From an optimization exercise on the open Yosys and OpenROAD flow, aimed at small area, a short achievable clock period and few clock cycles; shortcuts taken in it are not production practice.
Only simulation tests tie the RTL to the original design; equivalence was not proved.
Power figures rest on the tool's default switching activity, not on a simulated workload.

==> design.v <==
module otp_modexp #(
    parameter N = 64
) (
    input  wire [N-1:0] acc,
    input  wire [N-1:0] y,
    input  wire [N-1:0] m,
    input  wire         b1,
    input  wire         b0,
    output wire [N-1:0] out
);
    function [N-1:0] mstep;
        input [N-1:0] a;
        input         b;
        input [N-1:0] yy;
        input [N-1:0] mm;
        reg   [N+2:0] a2, yb, nm1, nm2, s1, c1, s2, c2, t, d1, d2;
        begin
            a2  = {2'b00, a, 1'b0};
            yb  = b ? {3'b000, yy} : {(N+3){1'b0}};
            nm1 = ~{3'b000, mm};
            nm2 = ~{2'b00, mm, 1'b0};
            s1  = a2 ^ yb ^ nm1;
            c1  = (a2 & yb) | (a2 & nm1) | (yb & nm1);
            s2  = a2 ^ yb ^ nm2;
            c2  = (a2 & yb) | (a2 & nm2) | (yb & nm2);
            t   = a2 + yb;
            d1  = s1 + {c1[N+1:0], 1'b1};
            d2  = s2 + {c2[N+1:0], 1'b1};
            mstep = !d2[N+2] ? d2[N-1:0] : (!d1[N+2] ? d1[N-1:0] : t[N-1:0]);
        end
    endfunction
    wire [N-1:0] mid = mstep(acc, b1, y, m);
    assign out = mstep(mid, b0, y, m);
endmodule
module otp_mxe #(
    parameter NMAX = 64,
    parameter BMAX = 64
) (
    input  wire        clk,
    input  wire        rst_n,
    input  wire        sel,
    input  wire        write,
    input  wire [15:0] addr,
    input  wire [31:0] wdata,
    output reg  [31:0] rdata,
    output wire        ready,
    output wire        irq
);
    localparam OP_NOP     = 8'h00;
    localparam OP_EXPAND  = 8'h01;
    localparam OP_MODEXP  = 8'h02;
    localparam OP_GEN     = 8'h03;
    localparam OP_XOR     = 8'h04;
    localparam OP_ZEROIZE = 8'h0F;
    localparam E_IDLE  = 3'd0;
    localparam E_DISP  = 3'd1;
    localparam E_EXP   = 3'd2;
    localparam E_START = 3'd3;
    localparam E_MUL   = 3'd4;
    localparam E_PAD   = 3'd5;
    localparam E_GCHK  = 3'd6;
    localparam M_SQ  = 2'd0;
    localparam M_MUL = 2'd1;
    localparam M_RED = 2'd2;
    reg [63:0] phi_q, seed_q, pad_q, dat_q;
    reg [31:0] e_q, k_q, r_q, nbits_q, b_q;
    reg [1:0]  ctrl_q;
    reg        busy_q, done_q, fault_q, padv_q, lockerr_q, addrerr_q;
    reg [31:0] cmd_q;
    reg [3:0]  fcode_q;
    reg [31:0] finfo_q;
    reg [6:0]  its_q;
    reg [2:0]  est;
    reg        gen_q;
    reg [1:0]  mmode;
    reg [63:0] res, acc;
    reg [5:0]  cnt;
    reg [4:0]  ebit;
    reg [6:0]  gen_rem, nbl, kl, exp_len;
    reg        ptop_q, pfirst_q;
    reg [2:0]  ck_mod;
    reg [2:0]  ck_genhi;
    reg        ck_k0, ck_b0, ck_bbig, ck_rbig, ck_zseed, ck_eslen, ck_eeq, ck_xlen;
    function [6:0] blen64;
        input [63:0] v;
        reg [31:0] x32;
        reg [15:0] x16;
        reg [7:0]  x8;
        reg [3:0]  x4;
        reg [1:0]  x2;
        reg        h32, h16, h8, h4, h2, h1;
        begin
            h32 = |v[63:32];
            x32 = h32 ? v[63:32] : v[31:0];
            h16 = |x32[31:16];
            x16 = h16 ? x32[31:16] : x32[15:0];
            h8  = |x16[15:8];
            x8  = h8 ? x16[15:8] : x16[7:0];
            h4  = |x8[7:4];
            x4  = h4 ? x8[7:4] : x8[3:0];
            h2  = |x4[3:2];
            x2  = h2 ? x4[3:2] : x4[1:0];
            h1  = x2[1];
            blen64 = (|v) ? ({1'b0, h32, h16, h8, h4, h2, h1} + 7'd1) : 7'd0;
        end
    endfunction
    function [4:0] top32;
        input [31:0] v;
        reg [15:0] x16;
        reg [7:0]  x8;
        reg [3:0]  x4;
        reg [1:0]  x2;
        reg        h16, h8, h4, h2, h1;
        begin
            h16 = |v[31:16];
            x16 = h16 ? v[31:16] : v[15:0];
            h8  = |x16[15:8];
            x8  = h8 ? x16[15:8] : x16[7:0];
            h4  = |x8[7:4];
            x4  = h4 ? x8[7:4] : x8[3:0];
            h2  = |x4[3:2];
            x2  = h2 ? x4[3:2] : x4[1:0];
            h1  = x2[1];
            top32 = {h16, h8, h4, h2, h1};
        end
    endfunction
    wire [6:0] philen  = blen64(phi_q);
    wire [6:0] seedlen = blen64(seed_q);
    wire [6:0] padlen  = blen64(pad_q);
    wire [6:0] datlen  = blen64(dat_q);
    wire [4:0] etop    = top32(e_q);
    wire a_id     = addr == 16'h0000;
    wire a_cfg    = addr == 16'h0001;
    wire a_ctrl   = addr == 16'h0002;
    wire a_status = addr == 16'h0003;
    wire a_cmd    = addr == 16'h0004;
    wire a_fault  = addr == 16'h0005;
    wire a_finfo  = addr == 16'h0006;
    wire a_its    = addr == 16'h0007;
    wire a_e      = addr == 16'h0008;
    wire a_k      = addr == 16'h0009;
    wire a_r      = addr == 16'h000A;
    wire a_nbits  = addr == 16'h000B;
    wire a_b      = addr == 16'h000C;
    wire a_philen = addr == 16'h000D;
    wire a_seedln = addr == 16'h000E;
    wire a_padlen = addr == 16'h000F;
    wire a_datlen = addr == 16'h0010;
    wire a_phiw   = addr[15:8] == 8'h01;
    wire a_seedw  = addr[15:8] == 8'h02;
    wire a_padw   = addr[15:14] == 2'b01;
    wire a_datw   = addr[15:14] == 2'b10;
    wire cls_a    = a_id | a_cfg | a_ctrl | a_status | a_cmd | a_fault | a_finfo | a_its;
    wire cls_b_rw = a_e | a_k | a_r | a_nbits | a_b | a_phiw | a_seedw | a_datw;
    wire cls_b_ro = a_philen | a_seedln | a_padlen | a_datlen | a_padw;
    wire cls_b    = cls_b_rw | cls_b_ro;
    wire nidx_ok  = addr[7:1] == 7'd0;
    wire bidx_ok  = addr[13:1] == 13'd0;
    assign ready = 1'b1;
    assign irq = (ctrl_q[0] & done_q) | (ctrl_q[1] & fault_q);
    wire [7:0]  cop    = cmd_q[7:0];
    wire        legal  = (cmd_q[31:8] == 24'd0) &&
                         (cop == OP_NOP || cop == OP_EXPAND || cop == OP_MODEXP ||
                          cop == OP_GEN || cop == OP_XOR || cop == OP_ZEROIZE);
    wire [32:0] kr_sum = {1'b0, k_q} + {1'b0, r_q};
    always @(posedge clk) begin
        ck_mod   <= {e_q < 32'd3, ~e_q[0], phi_q == 64'd0};
        ck_genhi <= {{25'd0, philen} > nbits_q, nbits_q > 32'd64, kr_sum != {1'b0, nbits_q}};
        ck_k0    <= k_q == 32'd0;
        ck_b0    <= b_q == 32'd0;
        ck_bbig  <= b_q > 32'd64;
        ck_rbig  <= r_q > 32'd64;
        ck_zseed <= (seed_q == 64'd0) && (r_q != 32'd0);
        ck_eslen <= {25'd0, seedlen} > r_q;
        ck_eeq   <= {25'd0, seedlen} == r_q;
        ck_xlen  <= {25'd0, datlen} > b_q;
    end
    wire [6:0]  kk      = k_q[6:0];
    wire [5:0]  top_idx = (philen[5:0] - 6'd1) | 6'd1;
    wire [5:0]  cnt_lo  = cnt - 6'd1;
    wire        bit_hi  = res[cnt];
    wire        bit_lo  = res[cnt_lo];
    wire [63:0] y_op    = (mmode == M_RED) ? 64'd1 : (mmode == M_SQ) ? res : seed_q;
    wire [63:0] mm_out;
    otp_modexp #(.N(64)) u_mm (
        .acc (acc),
        .y   (y_op),
        .m   (phi_q),
        .b1  (bit_hi),
        .b0  (bit_lo),
        .out (mm_out)
    );
    wire mul_last  = (cnt == 6'd1);
    wire exp_last  = (mmode == M_MUL && ebit == 5'd0) ||
                     (mmode == M_SQ && !e_q[ebit] && ebit == 5'd0);
    wire mx_finish = (est == E_MUL) && mul_last && exp_last;
    wire [6:0] exp_d   = r_q[6:0] - exp_len;
    wire       exp_big = exp_d >= 7'd4;
    wire [1:0] el      = exp_len[1:0];
    wire [3:0] exp_p4  = {el != 2'd3, el != 2'd2, el != 2'd1, el != 2'd0};
    wire       exp_b1  = el != 2'd3;
    reg        e_fin;       
    reg        e_flt;       
    reg [3:0]  e_fcode;
    reg [31:0] e_finfo;
    reg        e_kill;      
    reg        e_padv;      
    reg        e_zero;      
    always @(*) begin
        e_fin   = 1'b0;
        e_flt   = 1'b0;
        e_fcode = 4'd0;
        e_finfo = 32'd0;
        e_kill  = 1'b0;
        e_padv  = 1'b0;
        e_zero  = 1'b0;
        case (est)
            E_DISP: begin
                if (!legal) begin
                    e_flt = 1'b1; e_fcode = 4'd1; e_finfo = cmd_q;
                end else begin
                    case (cop)
                        OP_NOP: e_fin = 1'b1;
                        OP_ZEROIZE: begin
                            e_fin = 1'b1; e_zero = 1'b1; e_kill = 1'b1;
                        end
                        OP_EXPAND: begin
                            e_kill = 1'b1;
                            if (ck_rbig) begin
                                e_flt = 1'b1; e_fcode = 4'd2; e_finfo = 32'h40;
                            end else if (ck_zseed) begin
                                e_flt = 1'b1; e_fcode = 4'd4; e_finfo = r_q;
                            end else if (ck_eslen) begin
                                e_flt = 1'b1; e_fcode = 4'd5; e_finfo = {25'd0, seedlen};
                            end else if (ck_eeq) begin
                                e_fin = 1'b1;
                            end
                        end
                        OP_MODEXP: begin
                            e_kill = 1'b1;
                            if (ck_mod != 3'd0) begin
                                e_flt = 1'b1; e_fcode = 4'd2; e_finfo = {29'd0, ck_mod};
                            end
                        end
                        OP_GEN: begin
                            e_kill = 1'b1;
                            if ({ck_genhi, ck_mod} != 6'd0) begin
                                e_flt = 1'b1; e_fcode = 4'd2; e_finfo = {26'd0, ck_genhi, ck_mod};
                            end else if (ck_k0) begin
                                e_flt = 1'b1; e_fcode = 4'd3; e_finfo = 32'd1;
                            end else if (ck_b0) begin
                                e_flt = 1'b1; e_fcode = 4'd3; e_finfo = 32'd2;
                            end else if (ck_bbig) begin
                                e_flt = 1'b1; e_fcode = 4'd7; e_finfo = b_q;
                            end else if (!ck_eeq) begin
                                e_flt = 1'b1; e_fcode = 4'd5; e_finfo = {25'd0, seedlen};
                            end
                        end
                        OP_XOR: begin
                            if (!padv_q) begin
                                e_flt = 1'b1; e_fcode = 4'd8; e_finfo = 32'd0;
                            end else if (ck_xlen) begin
                                e_flt = 1'b1; e_fcode = 4'd7; e_finfo = {25'd0, datlen};
                            end else begin
                                e_fin = 1'b1; e_kill = 1'b1;
                            end
                        end
                        default: begin
                            e_flt = 1'b1; e_fcode = 4'd1; e_finfo = cmd_q;
                        end
                    endcase
                end
            end
            E_EXP: begin
                if (exp_d == 7'd4 || exp_d == 7'd1) e_fin = 1'b1;
            end
            E_MUL: begin
                if (mx_finish && !gen_q) e_fin = 1'b1;
            end
            E_GCHK: begin
                if (ptop_q) begin
                    e_fin = 1'b1; e_padv = 1'b1;
                end else begin
                    e_flt = 1'b1; e_fcode = 4'd6; e_finfo = {25'd0, padlen};
                end
            end
            default: ;
        endcase
    end
    wire busy_e    = busy_q & ~(e_fin | e_flt);
    wire done_e    = done_q | e_fin;
    wire fault_e   = (fault_q & ~e_zero) | e_flt;
    wire padv_e    = (padv_q & ~e_kill) | e_padv;
    wire lockerr_e = lockerr_q & ~e_zero;
    wire addrerr_e = addrerr_q & ~e_zero;
    always @(*) begin
        rdata = 32'd0;
        if (a_id)          rdata = 32'h4F545031;
        else if (a_cfg)    rdata = 32'h00020002;
        else if (a_ctrl)   rdata = {30'd0, ctrl_q};
        else if (a_status) rdata = {26'd0, addrerr_e, lockerr_e, padv_e, fault_e, done_e, busy_e};
        else if (a_cmd)    rdata = cmd_q;
        else if (a_fault)  rdata = {16'd0, cmd_q[7:0] & {8{fault_q}}, 4'd0, fcode_q};
        else if (a_finfo)  rdata = finfo_q;
        else if (a_its)    rdata = {25'd0, its_q};
        else if (cls_b && !busy_q) begin
            if (a_e)           rdata = e_q;
            else if (a_k)      rdata = k_q;
            else if (a_r)      rdata = r_q;
            else if (a_nbits)  rdata = nbits_q;
            else if (a_b)      rdata = b_q;
            else if (a_philen) rdata = {25'd0, philen};
            else if (a_seedln) rdata = {25'd0, seedlen};
            else if (a_padlen) rdata = {25'd0, padlen};
            else if (a_datlen) rdata = {25'd0, datlen};
            else if (a_phiw)   rdata = nidx_ok ? (addr[0] ? phi_q[63:32]  : phi_q[31:0])  : 32'd0;
            else if (a_seedw)  rdata = nidx_ok ? (addr[0] ? seed_q[63:32] : seed_q[31:0]) : 32'd0;
            else if (a_padw)   rdata = bidx_ok ? (addr[0] ? pad_q[63:32]  : pad_q[31:0])  : 32'd0;
            else if (a_datw)   rdata = bidx_ok ? (addr[0] ? dat_q[63:32]  : dat_q[31:0])  : 32'd0;
        end
    end
    reg busy_h, done_h, lockerr_h, addrerr_h;    
    reg host_kill;                               
    reg cmd_acc;                                 
    always @(*) begin
        busy_h    = busy_q;
        done_h    = done_q;
        lockerr_h = lockerr_q;
        addrerr_h = addrerr_q;
        host_kill = 1'b0;
        cmd_acc   = 1'b0;
        if (sel) begin
            if (cls_a) begin
                if (write) begin
                    if (a_ctrl) begin
                    end else if (a_status) begin
                        if (wdata[1]) done_h    = 1'b0;
                        if (wdata[4]) lockerr_h = 1'b0;
                        if (wdata[5]) addrerr_h = 1'b0;
                    end else if (a_cmd) begin
                        if (busy_q || (fault_q && wdata != 32'h0000000F)) begin
                            lockerr_h = 1'b1;
                        end else begin
                            cmd_acc = 1'b1;
                            busy_h  = 1'b1;
                            done_h  = 1'b0;
                        end
                    end else begin
                        addrerr_h = 1'b1;
                    end
                end
            end else if (!cls_b) begin
                addrerr_h = 1'b1;
            end else if (busy_q) begin
                lockerr_h = 1'b1;
            end else if (write) begin
                if (fault_q) begin
                    lockerr_h = 1'b1;
                end else if (cls_b_ro) begin
                    addrerr_h = 1'b1;
                end else if (a_e | a_k | a_r | a_nbits | a_b) begin
                    host_kill = 1'b1;
                end else if (a_phiw | a_seedw) begin
                    if (nidx_ok) host_kill = 1'b1;
                end
            end
        end
    end
    wire host_wb = sel & write & cls_b_rw & ~busy_q & ~fault_q;    
    always @(posedge clk) begin
        if (!rst_n) begin
            busy_q    <= 1'b0;
            done_q    <= 1'b0;
            fault_q   <= 1'b0;
            padv_q    <= 1'b0;
            lockerr_q <= 1'b0;
            addrerr_q <= 1'b0;
        end else begin
            busy_q    <= busy_h & ~(e_fin | e_flt);
            done_q    <= done_h | e_fin;
            fault_q   <= (fault_q & ~e_zero) | e_flt;
            padv_q    <= (padv_q & ~e_kill & ~host_kill) | e_padv;
            lockerr_q <= lockerr_h & ~e_zero;
            addrerr_q <= addrerr_h & ~e_zero;
        end
    end
    always @(posedge clk) begin
        if (!rst_n) begin
            phi_q    <= 64'd0;
            seed_q   <= 64'd0;
            pad_q    <= 64'd0;
            dat_q    <= 64'd0;
            e_q      <= 32'd0;
            k_q      <= 32'd0;
            r_q      <= 32'd0;
            nbits_q  <= 32'd0;
            b_q      <= 32'd0;
            ctrl_q   <= 2'd0;
            cmd_q    <= 32'd0;
            fcode_q  <= 4'd0;
            finfo_q  <= 32'd0;
            its_q    <= 7'd0;
            est      <= E_IDLE;
            gen_q    <= 1'b0;
            mmode    <= M_SQ;
            res      <= 64'd0;
            acc      <= 64'd0;
            cnt      <= 6'd0;
            ebit     <= 5'd0;
            gen_rem  <= 7'd0;
            nbl      <= 7'd0;
            kl       <= 7'd0;
            exp_len  <= 7'd0;
            ptop_q   <= 1'b0;
            pfirst_q <= 1'b0;
        end else begin
            if (sel && write && a_ctrl) ctrl_q <= wdata[1:0];
            if (cmd_acc) begin
                cmd_q <= wdata;
                est   <= E_DISP;
            end
            if (host_wb) begin
                if (a_e)     e_q     <= wdata;
                if (a_k)     k_q     <= wdata;
                if (a_r)     r_q     <= wdata;
                if (a_nbits) nbits_q <= wdata;
                if (a_b)     b_q     <= wdata;
                if (a_phiw && nidx_ok) begin
                    if (addr[0]) phi_q[63:32] <= wdata; else phi_q[31:0] <= wdata;
                end
                if (a_seedw && nidx_ok) begin
                    if (addr[0]) seed_q[63:32] <= wdata; else seed_q[31:0] <= wdata;
                end
                if (a_datw && bidx_ok) begin
                    if (addr[0]) dat_q[63:32] <= wdata; else dat_q[31:0] <= wdata;
                end
            end
            if (host_kill) pad_q <= 64'd0;
            if (e_kill) pad_q <= 64'd0;
            if (e_flt) begin
                fcode_q <= e_fcode;
                finfo_q <= e_finfo;
            end
            if (e_fin | e_flt) est <= E_IDLE;
            case (est)
                E_DISP: begin
                    if (legal && cop == OP_ZEROIZE) begin
                        phi_q   <= 64'd0;
                        seed_q  <= 64'd0;
                        dat_q   <= 64'd0;
                        e_q     <= 32'd0;
                        k_q     <= 32'd0;
                        r_q     <= 32'd0;
                        nbits_q <= 32'd0;
                        b_q     <= 32'd0;
                        its_q   <= 7'd0;
                        fcode_q <= 4'd0;
                        finfo_q <= 32'd0;
                    end
                    if (legal && cop == OP_XOR && e_fin) dat_q <= dat_q ^ pad_q;
                    if (legal && cop == OP_GEN) its_q <= 7'd0;
                    if (!(e_fin | e_flt)) begin
                        gen_q    <= cop == OP_GEN;
                        exp_len  <= seedlen;
                        gen_rem  <= b_q[6:0];
                        pfirst_q <= 1'b1;
                        est      <= (cop == OP_EXPAND) ? E_EXP : E_START;
                    end
                end
                E_EXP: begin
                    if (exp_big) begin
                        seed_q  <= {seed_q[59:0], exp_p4};
                        exp_len <= exp_len + 7'd4;
                    end else begin
                        seed_q  <= {seed_q[62:0], exp_b1};
                        exp_len <= exp_len + 7'd1;
                    end
                end
                E_START: begin
                    res  <= seed_q;
                    acc  <= 64'd0;
                    ebit <= etop - 5'd1;
                    if (seedlen >= philen) begin
                        cnt   <= 6'd63;
                        mmode <= M_RED;
                    end else begin
                        cnt   <= top_idx;
                        mmode <= M_SQ;
                    end
                    est <= E_MUL;
                end
                E_MUL: begin
                    acc <= mm_out;
                    cnt <= cnt - 6'd2;
                    if (mul_last) begin
                        res <= mm_out;
                        acc <= 64'd0;
                        cnt <= top_idx;
                        case (mmode)
                            M_RED: begin
                                seed_q <= mm_out;
                                mmode  <= M_SQ;
                            end
                            M_SQ: begin
                                if (e_q[ebit])
                                    mmode <= M_MUL;
                                else if (ebit != 5'd0)
                                    ebit <= ebit - 5'd1;
                            end
                            default: begin
                                if (ebit != 5'd0) begin
                                    ebit  <= ebit - 5'd1;
                                    mmode <= M_SQ;
                                end
                            end
                        endcase
                        if (exp_last) begin
                            seed_q <= mm_out;
                            if (gen_q) begin
                                its_q <= its_q + 7'd1;
                                cnt   <= kk[5:0] - 6'd1;
                                nbl   <= (gen_rem < kk) ? gen_rem : kk;
                                kl    <= kk;
                                est   <= E_PAD;
                            end
                        end
                    end
                end
                E_PAD: begin
                    if (nbl >= 7'd2) begin
                        pad_q <= {pad_q[61:0], bit_hi, bit_lo};
                        nbl   <= nbl - 7'd2;
                        cnt   <= cnt - 6'd2;
                    end else if (nbl == 7'd1) begin
                        pad_q <= {pad_q[62:0], bit_hi};
                        nbl   <= 7'd0;
                    end
                    if (pfirst_q && nbl != 7'd0) begin
                        ptop_q   <= bit_hi;
                        pfirst_q <= 1'b0;
                    end
                    if (kl >= 7'd2) begin
                        seed_q <= {2'b00, seed_q[63:2]};
                        kl     <= kl - 7'd2;
                    end else if (kl == 7'd1) begin
                        seed_q <= {1'b0, seed_q[63:1]};
                        kl     <= 7'd0;
                    end
                    if (kl <= 7'd2) begin
                        if (gen_rem <= kk) begin
                            est <= E_GCHK;
                        end else begin
                            gen_rem <= gen_rem - kk;
                            est     <= E_START;
                        end
                    end
                end
                E_GCHK: begin
                    if (!ptop_q) begin
                        seed_q <= 64'd0;
                        pad_q  <= 64'd0;
                    end
                end
                default: ;
            endcase
        end
    end
endmodule
==> run.sh <==
#!/bin/bash
# synth_recipe.tcl (not shown) runs the flow's synth.tcl, then flattens the netlist and writes it again
# the make line also repeats each setting of config.mk as NAME=value (left out here)
make -C /OpenROAD-flow-scripts/flow DESIGN_CONFIG=/design/flow/config.mk WORK_HOME=/design/flow/orfs CLKGATE_MAP_FILE= SYNTH_SCRIPT=/design/flow/synth_recipe.tcl finish
==> config.mk <==
export PLATFORM = sky130hd
export DESIGN_NAME = otp_mxe
export DESIGN_NICKNAME = otp_mxe
export VERILOG_FILES = /design/flow/design.v
export SDC_FILE = /design/flow/constraint.sdc
export NUM_CORES = 4
export LEC_CHECK = 0
export CAP_MARGIN = 20
export CELL_PAD_IN_SITES_DETAIL_PLACEMENT = 1
export CELL_PAD_IN_SITES_GLOBAL_PLACEMENT = 2
export CORE_MARGIN = 2
export CORE_UTILIZATION = 30
export SLEW_MARGIN = 20
==> constraint.sdc <==
create_clock -name core_clock -period 12.0 [get_ports {clk}]
set_input_delay 2.4000 -clock core_clock [delete_from_list [all_inputs] [get_ports {clk}]]
set_output_delay 2.4000 -clock core_clock [all_outputs]
set_load 0.01 [all_outputs]
==> summary.md <==
| Metric | Value |
|---|---|
| Status | complete, no violations |
| Yosys cell types | 97 |
| Finished Layout Cells | 13,800 |
| Worst Tran Pin Value | 1228 ps |
| Seq pwr share | 0.407 |
| Final min period | 11,630 ps |
| Sw Ratio | 0.2724 |
| Syn nets | 10,940 |
| CP Capture Type | flop |
| Synthesized flop and latch total | 688 |
| Port buffer count | 84 |
| Cells taking the most area after synthesis | dfxtp_1 (19%), a21oi_1 (8.6%), ha_1 (8.0%) |
| Share of the synthesized area in the top cell type | 0.1856 |
| GP Congestion | 1.013 |
| Area grow syn2layout | 17.52% |
| Fin area | 87,220 µm² |
| Post-Synthesis Cells | 10,150 |
| Residual DRC | 0 |
| Worst Setup Start Kind | flop |
| Chip height | roughly 500 µm |
| Pleak | 35.47 nW |
| Initial core utilization | 0.3018 |
| Critical path fanouts, max | 25 |
| Comb pwr share | 0.044 |
| Switching pwr | 1.528 mW |
| Mapped cell area | roughly 74,000 µm² |
| Vias per cell | 6.285 |
| Slew HR | 0.1793 |
| Commonest non-fill, non-tap cell in the layout | a21oi_1 |
| Largest net degree at the start of global routing | between 150 and 200 |
| Layout cell share with drive strength beyond 1 | 0.1306 |
| Placement Cell Area | 83,540 µm² |
| Final Power | roughly 5.6 mW |
| CTS tree | built |
| Full die area | roughly 250,000 µm² |
| Chip width | roughly 500 µm |
| Area leader, netlist | dfxtp_1 |
| Half-perimeter wire length after placement | 392,700 µm |
| Final nets | 11,270 |
| Hold_ws | 455.9 ps |
| Syn. warnings | 2 |
| Final Hold Viols | 0 |
| Setup Viol. Count Final | 0 |
| GRT overflow | 0 |
| Drt total wl | 493,600 µm |
| Clock Tree Buf Depth | 3 |
| Reg clk slew, reported paths | about 60 ps |
| Initial antenna violation count | 41 |
| VDD IR-drop max | 0.1063 mV |
| Avg Cell Area, Syn | 7.309 µm² |
| CP Class | flop to flop |
| Filler cell count | around 30,000 |
| Hold Buf Count CTS | 0 |
| Synth async-reset ratio | 0 |
| Core area | 245,900 µm² |
| Max Cap Violations | 0 |
| Ys flop type | dfxtp_1 |
| Vias after detailed routing | between 80,000 and 90,000 |
| DRT Pass-1 Iters | 6 |
| Commonest cells after routing, fill and taps aside | a21oi_1 (1,264), nand2_1 (1,182), nor2_1 (893) |
| Req. time, crit path | approximately 13,000 ps |
| Fin crit share | 0.9694 |
| Post-placement cell count | about 14,000 |
| Clock Skews | 66.94 ps |
| Total CTS buffers | 89 |
| First-pass GRT wire length | 682,400 µm |
| Clock share of power | 0.548 |
| WL per Instance | 35.78 µm |
| # rows | 182 |
| Io pins | 86 |
| Worst-skew pair later-pin latency | 790 ps |
| Seq/Total Area, Yosys | 0.1856 |
| H-tree depth | 3 |
| Vias in the first global route | ~85,000 |
| Critical Path Slowest Stage Cell | or4_1 |
| Pint | around 4 mW |
| Worst slack, placed | -734.2 ps |
| Hold Crit Class | flop to flop |
| Pwr Density | 64.34 nW/µm² |
| FMAX | between 0.08 and 0.09 GHz |
| EDFF count, synth | 0 |
| Max-slew violations | 0 |
| Initial DRC Count | 9,708 |
| Post-route ant nets | 0 |
| Clock Sinks | approximately 690 |
| CTS Root Cell | clkbuf_16 |
| Largest stage delay, worst path | 670 ps |
| Min setup slack post-route | 366.9 ps |
| CP arrival | 12,290 ps |
| All-Layer GR Usage | 0.3789 |
[flip-flops by register name, indices dropped and copies added (netlist names), 64 cells and up]
signal and count:
pad_q 64, res 64, seed_q 64, acc 64
dat_q 64, phi_q 64
[synth_stat cells (110+ instances only)]
cell type and n:
a21o_1 255, xor2_1 140, xnor2_1 268, nand3_1 244
fa_1 259, clkbuf_1 659, ha_1 474, inv_1 435
a221oi_1 205, nand2_1 1198, nor2_1 917, nor4_1 110
dfxtp_1 688, a22oi_1 118, nor3_1 144, mux2i_1 180
a21oi_1 1268, o21ai_0 693
[path summary, 6_finish.rpt]
path | from | to | slack (ps) | cells after the start
max | cnt[0] | seed_q[29] | 370 | 46
min | k_q[1] | k_q[1] | 460 | 2
max reg2reg | cnt[0] | seed_q[29] | 370 | 46
min reg2reg | k_q[1] | k_q[1] | 460 | 2
[routing by layer]
metal,up-vias,global-route usage,routed length (µm)
li1,37580,-,-
met1,44450,0.5061,212400
met2,3799,0.5760,211600
met3,890,0.07096,39390
met4,10,0.2008,30170
met5,-,0,94
[worst max-delay path, delay by kind of cell, from the launching register on]
kind | cells | cell delay (ps)
compound gates | 14 | 2830
fa+ha+maj | 4 | 1570
buf+inv | 13 | 2210
flops | 1 | 410
mux | 4 | 1560
simple gates | 11 | 2770
[through the flow]
stage	util	setup TNS (ps)
global placement	0.3394	-19560
detailed placement	0.3397	-43580
floorplan	-	0
CTS	0.3531	0
finish	0.3546	0
global route	0.3544	-4.786
[cell families (layout without fill, tap and decap cells)]
group	after synthesis	after routing	synth area share
flops	688	688	0.1856
xor+xnor	409	409	0.04837
other cells	1	22	0.00005053
compound gates	3545	3545	0.3025
mux	300	300	0.04855
buf+inv	1188	1591	0.06101
fa+ha+maj	733	733	0.1498
simple gates	3290	3290	0.2042
[what timing repair did]
item / in CTS / in global routing
pin swaps: 1 / 13
endpoints found under the setup margin: 184 / 192
buffers inserted: 5 / 10
cloned: 0 / 1
gates resized for setup: 19 / 46
[cell type report]
class / count / area (µm²) / area share
antenna: 21 / 52.55 / 0.0006025
clock inverter: 42 / 698.2 / 0.008005
multi-input combinational: 8278 / 56510 / 0.6479
inverter: 437 / 1648 / 0.01889
clock buffer: 122 / 2491 / 0.02856
tap: 3220 / 4029 / 0.04619
timing repair buffer: 990 / 8010 / 0.09184
sequential: 688 / 13780 / 0.1580
[power groups by stage]
| stage | Clock, mW | Combinational [mW] | Sequential (mW) |
|---|---|---|---|
| after global placement | 0 | 0.235 | 2.34 |
| after detailed placement | 0 | 0.237 | 2.34 |
| final | 3.08 | 0.249 | 2.29 |
| after CTS | 3.11 | 0.237 | 2.29 |
| after global routing | 3.18 | 0.245 | 2.28 |
| after floorplan | 0 | 0.0829 | 2.34 |
Testbench counts, summed over its fixed seeds: cycles 24,782.

==> afterwards: timing with drivers on the ports <==
Ports are ideal in the flow. The routed layout listed here was re-timed in OpenROAD.
Step 1 (the two cells are an assumption about what drives the block):
set clk [get_ports {clk}]
set_driving_cell -lib_cell sky130_fd_sc_hd__clkbuf_16 $clk
set_driving_cell -lib_cell sky130_fd_sc_hd__buf_2 [delete_from_list [all_inputs] $clk]
Step 2 times the ports against the registers' clock, not the clock port: input delays grow and output delays shrink by t, the midpoint of the rising clock arrivals with the driver on.
a / b / c = ideal ports / drivers / drivers and shift; a / b = the first two.
t (ns): 0.845
setup slack, ns: 0.367 / 0.367 / 0.367
slew at the worst register clock pin (ns): 0.07 / 0.07
worst slew at a driven data input, ns: 0.09
After both steps this run still meets setup and hold. The setup slack of this run moves by 0.000 ns with the drivers and by 0.000 ns with both steps.
